Background: an optimization exercise with open tools, aiming at small area, a short achievable clock period and few clock cycles. Do not read the settings as production practice. RTL that was checked went through simulation tests only; none was proved equivalent to the original. Power figures rest on the tool's default switching activity, not on a simulated workload.

old:
Design ulz_decomp, start of the top module:
module ulz_decomp (
    input  wire        clk,
    input  wire        rst,         
    input  wire        start,       
    input  wire [15:0] in_len,      
    input  wire [15:0] out_cap,     
    output wire        ready,
    output reg         done,        
    output wire        ok,          
    output wire [15:0] result,      
    output wire        in_re,
    output wire [15:0] in_addr,
    input  wire [7:0]  in_rdata,
    output wire        out_we,
    output wire [15:0] out_waddr,
    output wire [7:0]  out_wdata,
    output wire        out_re,
    output wire [15:0] out_raddr,
    input  wire [7:0]  out_rdata
);
Size in the first run: ~1700 cells after synthesis, ~260 flip-flops, ~130 I/O pins, roughly 15000 um^2 of cells after synthesis.
==> flow/config.mk <==
export PLATFORM = sky130hd
export DESIGN_NAME = ulz_decomp
export DESIGN_NICKNAME = ulz_decomp
export VERILOG_FILES = /design/flow/design.v
export SDC_FILE = /design/flow/constraint.sdc
export NUM_CORES = 4
export LEC_CHECK = 0
export CAP_MARGIN = 20
export CORE_MARGIN = 2
export CORE_UTILIZATION = 40
export SETUP_SLACK_MARGIN = 5
export SLEW_MARGIN = 20
==> flow/constraint.sdc <==
create_clock -name core_clock -period 10.0 [get_ports {clk}]
set_input_delay 2.0000 -clock core_clock [delete_from_list [all_inputs] [get_ports {clk}]]
set_output_delay 2.0000 -clock core_clock [all_outputs]
set_load 0.01 [all_outputs]
standard.sh (not shown) runs the stock make flow with config.mk's settings and CLKGATE_MAP_FILE= SYNTH_SCRIPT=/design/flow/synth_recipe.tcl, a recipe that flattens the netlist after the stock synthesis.
==> flow/flow/run.sh <==
#!/bin/bash
set -euo pipefail
sed -e 's/SETUP_SLACK_MARGIN=[0-9.]*/SETUP_SLACK_MARGIN=7/' standard.sh > standard_margin.sh
bash standard_margin.sh > standard_margin.log 2>&1
--- input diff old..new ---
-- flow/design.v --
<<< old, line 78
    reg        vz;               
    reg [1:0]  vm;               
    reg        v1;               
    reg        lastq;            
    reg        ire;              
    reg [15:0] ia;               
>>> new, line 78
    reg        vz;               
    reg [1:0]  vm;               
    reg        ire;              
    reg [15:0] ia;               
<<< old, line 91
    wire st_ref_rd = s_r1 | s_ref;
    wire cons_port = s_init | s_hrd | st_lit_rd | (s_esc & !cnt[2]);
    wire mC  = s_ref & lastq & !fin;
    wire mA  = s_lit & lastq & !fin;
    wire vcx = s_vc | mC;
    wire vax = (s_va & !fin) | mA;
>>> new, line 89
    wire st_ref_rd = s_r1 | s_ref;
    wire cons_port = s_init | s_hrd | st_lit_rd | (s_esc & !cnt[2]);
    wire mC  = s_ref & last_ref & !fin;
    wire mA  = s_lit & last_lit & !fin;
    wire vcx = s_vc | mC;
    wire vax = (s_va & !fin) | mA;
<<< old, line 119
    wire [15:0] fa_nx   = s_idle ? in_len : (s_init | fq) ? fa - 16'd1 : fa;
    wire [15:0] rp_inc = rp + 16'd1;
    wire        s_cp = s_lit | s_ref;
    wire [16:0] avx = ({17{s_vc | s_va | s_vb | s_cp}} & {15'd0, vm}) | ({17{s_c2}} & vval) |
                      {14'd0, s_esc, 1'b0, s_init | s_hrd};
    wire [17:0] av_d   = {2'b0, avail} - {1'b0, avx};
    wire        av_bad = av_d[17];
    wire [16:0] addb = s_vb ? ~vval : vval;
    wire [15:0] adda = s_cp ? endp : rp;
    wire [17:0] add1 = {2'b0, adda} + {1'b0, addb} + {17'd0, s_va | s_cp};
    wire [17:0] sub2 = {2'b0, size} + {1'b0, ~endhi, ~endp} + {17'd0, s_c2};
    wire        sub2_c = sub2[17];
>>> new, line 117
    wire [15:0] fa_nx   = s_idle ? in_len : (s_init | fq) ? fa - 16'd1 : fa;
    wire [15:0] rp_inc = rp + 16'd1;
    wire [16:0] avx = ({17{s_v}} & {15'd0, vm}) | ({17{s_c2}} & vval) |
                      {14'd0, s_esc, 1'b0, s_init | s_hrd};
    wire [17:0] av_d   = {2'b0, avail} - {1'b0, avx};
    wire        av_bad = av_d[17];
    wire [16:0] addb = s_vb ? ~vval : vval;
    wire [15:0] adda = (mC | mA) ? endp : rp;      
    wire [17:0] add1 = {2'b0, adda} + {1'b0, addb} + {17'd0, vax | mC};
    wire [17:0] sub2 = {2'b0, size} + {1'b0, ~endhi, ~endp} + {17'd0, s_c2};
    wire        sub2_c = sub2[17];
<<< old, line 132
    wire        h_last  = !ib[7] || cnt[2];
    wire        h_bad   = cnt[2] && (ib[7:4] != 4'd0);
    wire last_lit = lastq;
    wire last_ref = lastq;
    wire [15:0] rp_p2 = {rp[15:1] + 15'd1, rp[0]};
    wire slow_bad = (s_cap & (hbig | sub2_c)) |
                    (s_c2 & (av_bad | vbig | endhi | !sub2_c)) |
>>> new, line 129
    wire        h_last  = !ib[7] || cnt[2];
    wire        h_bad   = cnt[2] && (ib[7:4] != 4'd0);
    wire last_lit = (rp_inc == endp);
    wire last_ref = (rp == endp);
    wire slow_bad = (s_cap & (hbig | sub2_c)) |
                    (s_c2 & (av_bad | vbig | endhi | !sub2_c)) |
<<< old, line 243
            offbad <= !add1[17] | vbig;
            fwd1   <= vz;
            fwd2   <= v1;
        end else if (st_ref_rd)
            src <= src + 16'd1;
        lastq <= vcx ? v1 : st_lit_rd ? (rp_p2 == endp) : (rp_inc == endp);
        if (s_idle)
            fin <= 1'b0;
>>> new, line 239
            offbad <= !add1[17] | vbig;
            fwd1   <= vz;
            fwd2   <= (vval == 17'd1);
        end else if (st_ref_rd)
            src <= src + 16'd1;
        if (s_idle)
            fin <= 1'b0;
<<< old, line 288
            vesc   <= !cA & !cB & !cC & escD;
            vz     <= cA & (t[2:1] == 2'b00);
            v1     <= cA & (t[2:1] == 2'b01);
            vm     <= m;
        end else begin
>>> new, line 283
            vesc   <= !cA & !cB & !cC & escD;
            vz     <= cA & (t[2:1] == 2'b00);
            vm     <= m;
        end else begin
<<< old, line 297
            if (s_esc) begin
                case (cnt)
                3'd2: begin
                    vval[7:0] <= ib;
                    vz <= (ib == 8'd0);
                    v1 <= (ib == 8'd1);
                end
                3'd3: begin
                    vval[16:8] <= {1'b0, ib};
                    vbig <= 1'b0;
                    vz <= vz & (ib == 8'd0);
                    v1 <= v1 & (ib == 8'd0);
                end
                3'd4: begin
                    vbig <= (ib != 8'd0);
                    vz <= vz & (ib == 8'd0);
                    v1 <= v1 & (ib == 8'd0);
                end
                3'd5: begin
                    vesc <= 1'b0;
                    vbig <= vbig | (ib != 8'd0);
                    vz <= vz & (ib == 8'd0);
                    v1 <= v1 & (ib == 8'd0);
                end
                default: ;
>>> new, line 291
            if (s_esc) begin
                case (cnt)
                3'd2: vval[7:0] <= ib;
                3'd3: begin vval[16:8] <= {1'b0, ib}; vbig <= 1'b0; end
                3'd4: vbig <= (ib != 8'd0);
                3'd5: begin
                    vesc <= 1'b0;
                    vz   <= (vval[15:0] == 16'd0) && !vbig && (ib == 8'd0);
                    vbig <= vbig | (ib != 8'd0);
                end
                default: ;
Findings:
Looking at the reports, new completed the entire flow and the layout it produced met the timing, DRC and antenna checks.
new reports its worst setup path startpoint as rp[1]$_SDFFE_PP0N_ while old reports st[12]$_SDFF_PP0_.
Compared with old, floorplan die width in new increased slightly.
Compared to old, new has number of optimization iterations in the first detailed-route pass 4 lower.
Relative area of non-clock buffer cells in the final design was higher in the run labelled new.
Looking at worst path required time across new and old, the one that comes out higher is old.
Die outline area: new higher than old
Compared with old, count of plain and timing-repair buffers in the layout in new increased by a little under 10%.
Compared with old, in new power share of the clock group went down 0.7 points; final total power moved up.
Function was not checked in any run of this note: the RTL went through the layout flow alone.

Setup of main:
ulz_decomp, a different RTL version from the one above (not shown whole).
Size: ~1700 cells after synthesis, roughly 260 flip-flops, ~15000 um2 of cells after synthesis.
==> flow/config.mk <==
export PLATFORM = sky130hd
export DESIGN_NAME = ulz_decomp
export DESIGN_NICKNAME = ulz_decomp
export VERILOG_FILES = /design/flow/design.v
export SDC_FILE = /design/flow/constraint.sdc
export NUM_CORES = 4
export LEC_CHECK = 0
export CAP_MARGIN = 20
export CORE_MARGIN = 2
export CORE_UTILIZATION = 40
export SETUP_SLACK_MARGIN = 5
export SLEW_MARGIN = 20
==> flow/constraint.sdc <==
create_clock -name core_clock -period 10.0 [get_ports {clk}]
set_input_delay 2.0000 -clock core_clock [delete_from_list [all_inputs] [get_ports {clk}]]
set_output_delay 2.0000 -clock core_clock [all_outputs]
set_load 0.01 [all_outputs]
Scripts as last shown in full above: flow/flow/run.sh
main: done, clean on timing, DRC and antenna
Testbench counts of main, summed over its fixed seeds: cycles 261,657.
Changes in the feature branch relative to main:
--- a/flow/design.v
+++ b/flow/design.v
@@ -72,31 +72,29 @@
     reg        ibv;              
     reg [7:0]  ib;               
     reg        vvalid;
     reg [16:0] vval;             
     reg        vbig;             
     reg        vesc;             
     reg        vz;               
     reg [1:0]  vm;               
-    reg        v1;               
-    reg        lastq;            
     reg        ire;              
     reg [15:0] ia;               
     reg        fq;               
     reg        ore;              
     reg        pf;               
     reg        r1, r1lit;        
     reg        wv;               
     reg [7:0]  wd, wd2;          
     wire st_lit_rd = s_c2 | s_lit;
     wire st_ref_rd = s_r1 | s_ref;
     wire cons_port = s_init | s_hrd | st_lit_rd | (s_esc & !cnt[2]);
-    wire mC  = s_ref & lastq & !fin;
-    wire mA  = s_lit & lastq & !fin;
+    wire mC  = s_ref & last_ref & !fin;
+    wire mA  = s_lit & last_lit & !fin;
     wire vcx = s_vc | mC;
     wire vax = (s_va & !fin) | mA;
     wire s_v = vcx | vax | s_vb;
     wire take = (vvalid & !vesc & ((vcx & vz) | vax | s_vb)) | s_c2;
     wire [2:0] t  = bb[2:0];
     wire cA = !t[0];
     wire cB = (t[1:0] == 2'b01);
     wire cC = (t == 3'b011);
@@ -123,33 +121,21 @@
                       {14'd0, s_esc, 1'b0, s_init | s_hrd};
     wire [17:0] av_d   = {2'b0, avail} - {1'b0, avx};
     wire        av_bad = av_d[17];
     wire [16:0] addb = s_vb ? ~vval : vval;
     wire [15:0] adda = s_cp ? endp : rp;
     wire [17:0] add1 = {2'b0, adda} + {1'b0, addb} + {17'd0, s_va | s_cp};
     wire [17:0] sub2 = {2'b0, size} + {1'b0, ~endhi, ~endp} + {17'd0, s_c2};
     wire        sub2_c = sub2[17];
-    wire [16:0] e17  = {endhi, endp};
-    wire [16:0] s17  = {1'b0, size};
-    wire [16:0] inc_s = e17 ^ 17'd1 ^ s17;
-    wire [16:0] inc_c = {((e17[15:0] & 16'd1) | ((e17[15:0] | 16'd1) & ~s17[15:0])), 1'b0};
-    wire        eq_l  = (e17 == s17);
-    wire        eq_r  = (inc_s == inc_c);
-    wire        sub2_z = s_c2 ? eq_l : eq_r;
+    wire        sub2_z = (sub2[16:0] == 17'd0);
     wire        h_last  = !ib[7] || cnt[2];
     wire        h_bad   = cnt[2] && (ib[7:4] != 4'd0);
-    wire last_lit = lastq;
-    wire last_ref = lastq;
-    wire [15:0] p1_s = rp ^ 16'd1 ^ endp;
-    wire [15:0] p1_c = {(rp[14:0] & 15'd1) | ((rp[14:0] | 15'd1) & ~endp[14:0]), 1'b0};
-    wire [15:0] p2_s = rp ^ 16'd2 ^ endp;
-    wire [15:0] p2_c = {(rp[14:0] & 15'd2) | ((rp[14:0] | 15'd2) & ~endp[14:0]), 1'b0};
-    wire        eq_p1 = (p1_s == p1_c);
-    wire        eq_p2 = (p2_s == p2_c);
+    wire last_lit = (rp_inc == endp);
+    wire last_ref = (rp == endp);
     wire slow_bad = (s_cap & (hbig | sub2_c)) |
                     (s_c2 & (av_bad | vbig | endhi | !sub2_c)) |
                     (s_r1 & (offbad | endhi | !sub2_c));
     wire av_lt_m = (avail[15:2] == 14'd0) && (avail[1:0] < vm);
     wire go_fail = pf |
                    ((s_init | s_hrd) & (avail == 16'd0)) |
                    (s_hw2 & h_bad) |
                    (s_v & vvalid & av_lt_m) |
@@ -248,20 +234,19 @@
         end else if ((vcx | vax) & vvalid) begin
             endp  <= add1[15:0];
             endhi <= (add1[17:16] != 2'd0) | vbig;
         end
         if (s_vb & vvalid) begin
             src    <= add1[15:0];
             offbad <= !add1[17] | vbig;
             fwd1   <= vz;
-            fwd2   <= v1;
+            fwd2   <= (vval == 17'd1);
         end else if (st_ref_rd)
             src <= src + 16'd1;
-        lastq <= vcx ? v1 : st_lit_rd ? eq_p2 : eq_p1;
         if (s_idle)
             fin <= 1'b0;
         else if (s_c2 | s_r1)
             fin <= sub2_z;
         if (esc_go)
             ret <= {s_vb, vax};
     end
     wire cons_nx = (s_idle & start) | (s_hw2 & !h_last) |
@@ -293,46 +278,31 @@
         if (s_idle) begin
             vvalid <= 1'b0;
         end else if (dec) begin
             vvalid <= 1'b1;
             vval   <= cA ? valA : cB ? valB : cC ? valC : valD;
             vbig   <= 1'b0;
             vesc   <= !cA & !cB & !cC & escD;
             vz     <= cA & (t[2:1] == 2'b00);
-            v1     <= cA & (t[2:1] == 2'b01);
             vm     <= m;
         end else begin
             if (take)
                 vvalid <= 1'b0;
             if (s_v && vvalid)
                 vm <= 2'd0;
             if (s_esc) begin
                 case (cnt)
-                3'd2: begin
-                    vval[7:0] <= ib;
-                    vz <= (ib == 8'd0);
-                    v1 <= (ib == 8'd1);
-                end
-                3'd3: begin
-                    vval[16:8] <= {1'b0, ib};
-                    vbig <= 1'b0;
-                    vz <= vz & (ib == 8'd0);
-                    v1 <= v1 & (ib == 8'd0);
-                end
-                3'd4: begin
-                    vbig <= (ib != 8'd0);
-                    vz <= vz & (ib == 8'd0);
-                    v1 <= v1 & (ib == 8'd0);
-                end
+                3'd2: vval[7:0] <= ib;
+                3'd3: begin vval[16:8] <= {1'b0, ib}; vbig <= 1'b0; end
+                3'd4: vbig <= (ib != 8'd0);
                 3'd5: begin
                     vesc <= 1'b0;
+                    vz   <= (vval[15:0] == 16'd0) && !vbig && (ib == 8'd0);
                     vbig <= vbig | (ib != 8'd0);
-                    vz <= vz & (ib == 8'd0);
-                    v1 <= v1 & (ib == 8'd0);
                 end
                 default: ;
                 endcase
             end
         end
     end
     assign ready     = s_idle;
     assign ok        = okr;
==> comparison <==
The feature branch was carried through to the last stage, and its layout satisfied the timing, DRC and antenna checks.
Across both runs, maximum fanout along the worst path was higher for the feature branch than for main.
Delay of the slowest cell on the worst path: higher on main
Compared with main, the feature branch degrades wire length.
Comparing number of flops mapped to enable cells by yosys for the feature branch and main, the bigger number came from main.
Taking main as the reference, in the feature branch part of the power in combinational logic fell 3.1 points; cell area after synthesis rose 2.3%; number of global-route vias before repair rose about 7%; via count of the routed design rose 1043.
In the tables for the feature branch and main, placement-stage worst setup slack reads lower with main.
Compared with main, in the feature branch clock power now larger, final-layout non-clock buffer area share increased by 2.7 points relative to the old numbers, sequential share of layout area fell by 2.6 points.
The RTL of the feature branch was laid out without a check of its function.

## port drivers added, routing unchanged
How much do the figures lean on ideal ports? The routed layouts below were timed once more, with nothing changed but the port constraints.
Step 1, drivers: a clkbuf_16 drives clk and a buf_2 each remaining input, both assumed.
Step 2 times the ports against the registers' clock, not the clock port: input delays grow and output delays shrink by t, the midpoint of the rising clock arrivals with the driver on.
Three values: ideal, step 1, step 2; two values: the first two.
| run | t (ns) | slack for setup (ns) | clock arrival spread, ns | slew at the worst register clock pin (ns) | worst data-port slew with drivers (ns) |
|---|---|---|---|---|---|
| old | 0.623 | 6.765 / 6.765 / 6.418 | 0.024 / 0.024 | 0.06 / 0.06 | 0.05 |
| new | 0.617 | 5.556 / 5.556 / 5.556 | 0.022 / 0.023 | 0.07 / 0.07 | 0.05 |
| main | 0.617 | 6.816 / 6.764 / 6.474 | 0.012 / 0.012 | 0.07 / 0.07 | 0.06 |
| the feature branch | 0.631 | 6.736 / 6.736 / 6.330 | 0.010 / 0.011 | 0.06 / 0.06 | 0.08 |
After both steps setup and hold are still met in every run listed. For the feature branch, which loses most, drivers alone change the setup slack by 0.000 ns; drivers and shift together by -0.406 ns.
